Context: an optimization exercise on an open-source flow, tuned for small area. The choices shown serve that exercise and are no tape-out recipe. The RTL was checked by simulation tests, not by an equivalence proof against the original design. Power is estimated from default activity; no workload was simulated. The clock port is modelled as an ideal driver; clocking choices that lean on that would not hold on a real chip.

## job 6728
Design avr_boot_engine, start of the top module:
module avr_boot_engine (
    input  wire        clk,
    input  wire        rst,           
    output wire        link_load,     
    output reg  [7:0]  link_tx,
    output wire        link_poll,     
    input  wire        link_done,
    input  wire        link_wcol,
    input  wire [7:0]  link_rx,
    output wire        nvm_poll,      
    input  wire        nvm_busy,
    output wire        nvm_op,        
    output reg  [1:0]  nvm_cmd,       
    output reg  [16:0] nvm_addr,
    output reg  [7:0]  nvm_lo,
    output reg  [7:0]  nvm_hi,
    output wire        pm_re,
    output reg  [16:0] pm_addr,
    input  wire [7:0]  pm_data,
    output wire        aux_re,
    output wire        aux_we,
    output reg  [15:0] aux_addr,
    output reg  [7:0]  aux_wdata,
    input  wire [7:0]  aux_rdata,
    output wire        escape,
    output wire [2:0]  esc_cause,
    output wire        irq_inhibit
);
export LEC_CHECK = 0
export CAP_MARGIN = 20
export CORE_MARGIN = 2
export CORE_UTILIZATION = 30
export SLEW_MARGIN = 20
create_clock -name core_clock -period 10.0 [get_ports {clk}]
standard.sh (not shown) runs the stock make flow with config.mk's settings and CLKGATE_MAP_FILE= SYNTH_SCRIPT=/design/flow/synth_recipe.tcl, a recipe that flattens the netlist after the stock synthesis.
==> flow/flow/run.sh <==
#!/bin/bash
export BUFFER_PORTS_ARGS="-buffer_cell sky130_fd_sc_hd__buf_1"
export CTS_ARGS="-sink_clustering_enable -repair_clock_nets -dont_use_dummy_load -sink_clustering_size 30 -sink_clustering_max_diameter 100 -buf_list sky130_fd_sc_hd__clkbuf_16"
bash standard.sh > standard.log 2>&1
ANT=orfs/reports/sky130hd/avr_boot_engine/base/drt_antennas.log
for seed in 11 23 37; do
  if [[ -f $ANT ]] && ! grep -q VIOLATED $ANT; then
    break
  fi
  cp $ANT antennas_before_seed_$seed.log 2>/dev/null
  bash standard.sh clean_route > standard_clean_$seed.log 2>&1
  OR_SEED=$seed MAX_REPAIR_ANTENNAS_ITER_DRT=10 bash standard.sh > standard_seed_$seed.log 2>&1
done
Although it ran to completion, job 6728 produced a layout that fails the final checks because of antenna rules.
Relative to job 6728, the following input files were edited for job 7542:
Settings: MIN_ROUTING_LAYER now met2, previously not set.
--- a/flow/flow/run.sh
+++ b/flow/flow/run.sh
@@ -1,5 +1,5 @@
 #!/bin/bash
 export BUFFER_PORTS_ARGS="-buffer_cell sky130_fd_sc_hd__buf_1"
-export CTS_ARGS="-sink_clustering_enable -repair_clock_nets -dont_use_dummy_load -sink_clustering_size 30 -sink_clustering_max_diameter 100 -buf_list sky130_fd_sc_hd__clkbuf_16"
+export CTS_ARGS="-sink_clustering_enable -repair_clock_nets -dont_use_dummy_load -sink_clustering_size 33 -sink_clustering_max_diameter 80 -buf_list sky130_fd_sc_hd__clkbuf_16"
 bash standard.sh > standard.log 2>&1
 ANT=orfs/reports/sky130hd/avr_boot_engine/base/drt_antennas.log
### Flow results
- Per the comparison of job 7542 with job 6728, number of nets in the finished design flat; sequential power flat.
- Taking job 6728 as the reference, in job 7542 cell count along the critical path went down 3, post-route worst setup slack rose 0.061 ns, final wirelength now sits higher, power fell by 0.41%, non-clock buffer count has increased.
- Number of standard cells in the final layout excluding fillers delta (job 7542 -> job 6728): insignificant
- Shortest period the worst path allows was higher in the run labelled job 6728.
- As far as sequential share of layout area is concerned, job 7542 and job 6728 perform about the same.
- Job 7542 reached the end of the flow, and the finished layout is clean on the timing, design-rule and antenna checks.
Here is what was changed in the inputs of job 1849 compared with job 7542.
Settings: MIN_ROUTING_LAYER removed (was met2).
--- a/flow/flow/run.sh
+++ b/flow/flow/run.sh
@@ -1,5 +1,5 @@
 #!/bin/bash
 export BUFFER_PORTS_ARGS="-buffer_cell sky130_fd_sc_hd__buf_1"
-export CTS_ARGS="-sink_clustering_enable -repair_clock_nets -dont_use_dummy_load -sink_clustering_size 33 -sink_clustering_max_diameter 80 -buf_list sky130_fd_sc_hd__clkbuf_16"
+export CTS_ARGS="-sink_clustering_enable -repair_clock_nets -dont_use_dummy_load -sink_clustering_size 30 -sink_clustering_max_diameter 100 -tree_buf sky130_fd_sc_hd__clkbuf_8 -buf_list sky130_fd_sc_hd__clkbuf_16"
 bash standard.sh > standard.log 2>&1
 ANT=orfs/reports/sky130hd/avr_boot_engine/base/drt_antennas.log
Notes after the runs:
Cmp job 7542 and job 1849 / fill cell instance count of the final layout / higher: job 7542
Changes observed in job 1849 relative to job 7542: total routed wire length on the met1 layer went up, worst-case vdd ir drop higher, reported combinational group power shrank by 2.7%.
In job 1849 the implementation ran to completion but is not tape-out ready, as the final checks report antenna rules.
aux_wdata[0] as the worst setup path endpoint was reported by job 7542, and nvm_op by job 1849.
Modified inputs, job 1072 compared to job 1849
Settings: MIN_ROUTING_LAYER newly set to met2.
--- a/flow/flow/run.sh
+++ b/flow/flow/run.sh
@@ -1,5 +1,5 @@
 #!/bin/bash
 export BUFFER_PORTS_ARGS="-buffer_cell sky130_fd_sc_hd__buf_1"
-export CTS_ARGS="-sink_clustering_enable -repair_clock_nets -dont_use_dummy_load -sink_clustering_size 30 -sink_clustering_max_diameter 100 -tree_buf sky130_fd_sc_hd__clkbuf_8 -buf_list sky130_fd_sc_hd__clkbuf_16"
+export CTS_ARGS="-sink_clustering_enable -repair_clock_nets -dont_use_dummy_load -sink_clustering_size 30 -sink_clustering_max_diameter 100 -buf_list sky130_fd_sc_hd__clkbuf_16"
 bash standard.sh > standard.log 2>&1
 ANT=orfs/reports/sky130hd/avr_boot_engine/base/drt_antennas.log
==> comparison <==
Job 1072 finished end to end and its layout was clean on timing, DRC and antenna.
Clock skew after layout, job 1849 and job 1072: lower on job 1072
Re flip-flop and latch count: no difference whatsoever between job 1072 and job 1849.
Net count reported at finish essentially unchanged between job 1849 and job 1072.
kind[0] as the first element of the critical path was reported by job 1072, and kind[2] by job 1849.
Summary of job 1072 over job 1849: area fraction of clock buffers and clock inverters saw little to no change, fraction of standard cell area that is sequential roughly the same, worst hold slack now larger, critical path depth went down by 3.
Job 1072 vs job 1849, slack of the critical path went down by 0.011 ns.
Taking job 1849 as the reference, in job 1072 cell count of the worst reg-to-reg path went up 1, amount of wire on met2 after detailed routing rose 38%.
Slowest cell on the critical path = sky130_fd_sc_hd__dfxtp_1: job 1072; slowest cell on the critical path = sky130_fd_sc_hd__nor3b_1: job 1849
Setup changes, job 1072 to job 5172
Settings: removing MIN_ROUTING_LAYER (formerly met2).
==> flow/flow/run.sh <==
#!/bin/bash
export BUFFER_PORTS_ARGS="-buffer_cell sky130_fd_sc_hd__buf_1"
export CTS_ARGS="-sink_clustering_enable -repair_clock_nets -dont_use_dummy_load -sink_clustering_size 30 -sink_clustering_max_diameter 100 -buf_list sky130_fd_sc_hd__clkbuf_16"
bash standard.sh > standard.log 2>&1
==> run summary <==
| job 5172 | all stages done | FAIL | antenna rules |. Number of non-clock inverters in the layout came out exactly the same in job 5172 and job 1072. The period utilization on job 1072 is in line with that on job 5172. Looking at hold slack across both flows, job 5172 is the weaker of the two, with job 1072 ahead.

port drivers added, routing unchanged:
The flow's constraints put no driver on any port. The routed layouts listed below were extracted and timed again, unchanged, in two steps.
Step 1 assumes that a clkbuf_16 drives the clock port and a buf_2 every other input.
Step 2 times the ports against the registers' clock, not the clock port: input delays grow and output delays shrink by t, the midpoint of the rising clock arrivals with the driver on.
Three values: ideal ports, drivers, drivers and shift; two values: the first two.
run	shift t [ns]	slack for setup (ns)	worst setup path at the end	worst slew at a driven data input, ns
job 6728	0.731	4.638 / 4.569 / 5.299	register to output	0.12
job 7542	0.727	4.699 / 4.629 / 5.356	register to output	0.12
job 1849	0.731	4.638 / 4.569 / 5.299	register to output	0.12
job 1072	0.728	4.627 / 4.561 / 5.289	register to output	0.12
job 5172	0.731	4.638 / 4.569 / 5.300	register to output	0.12
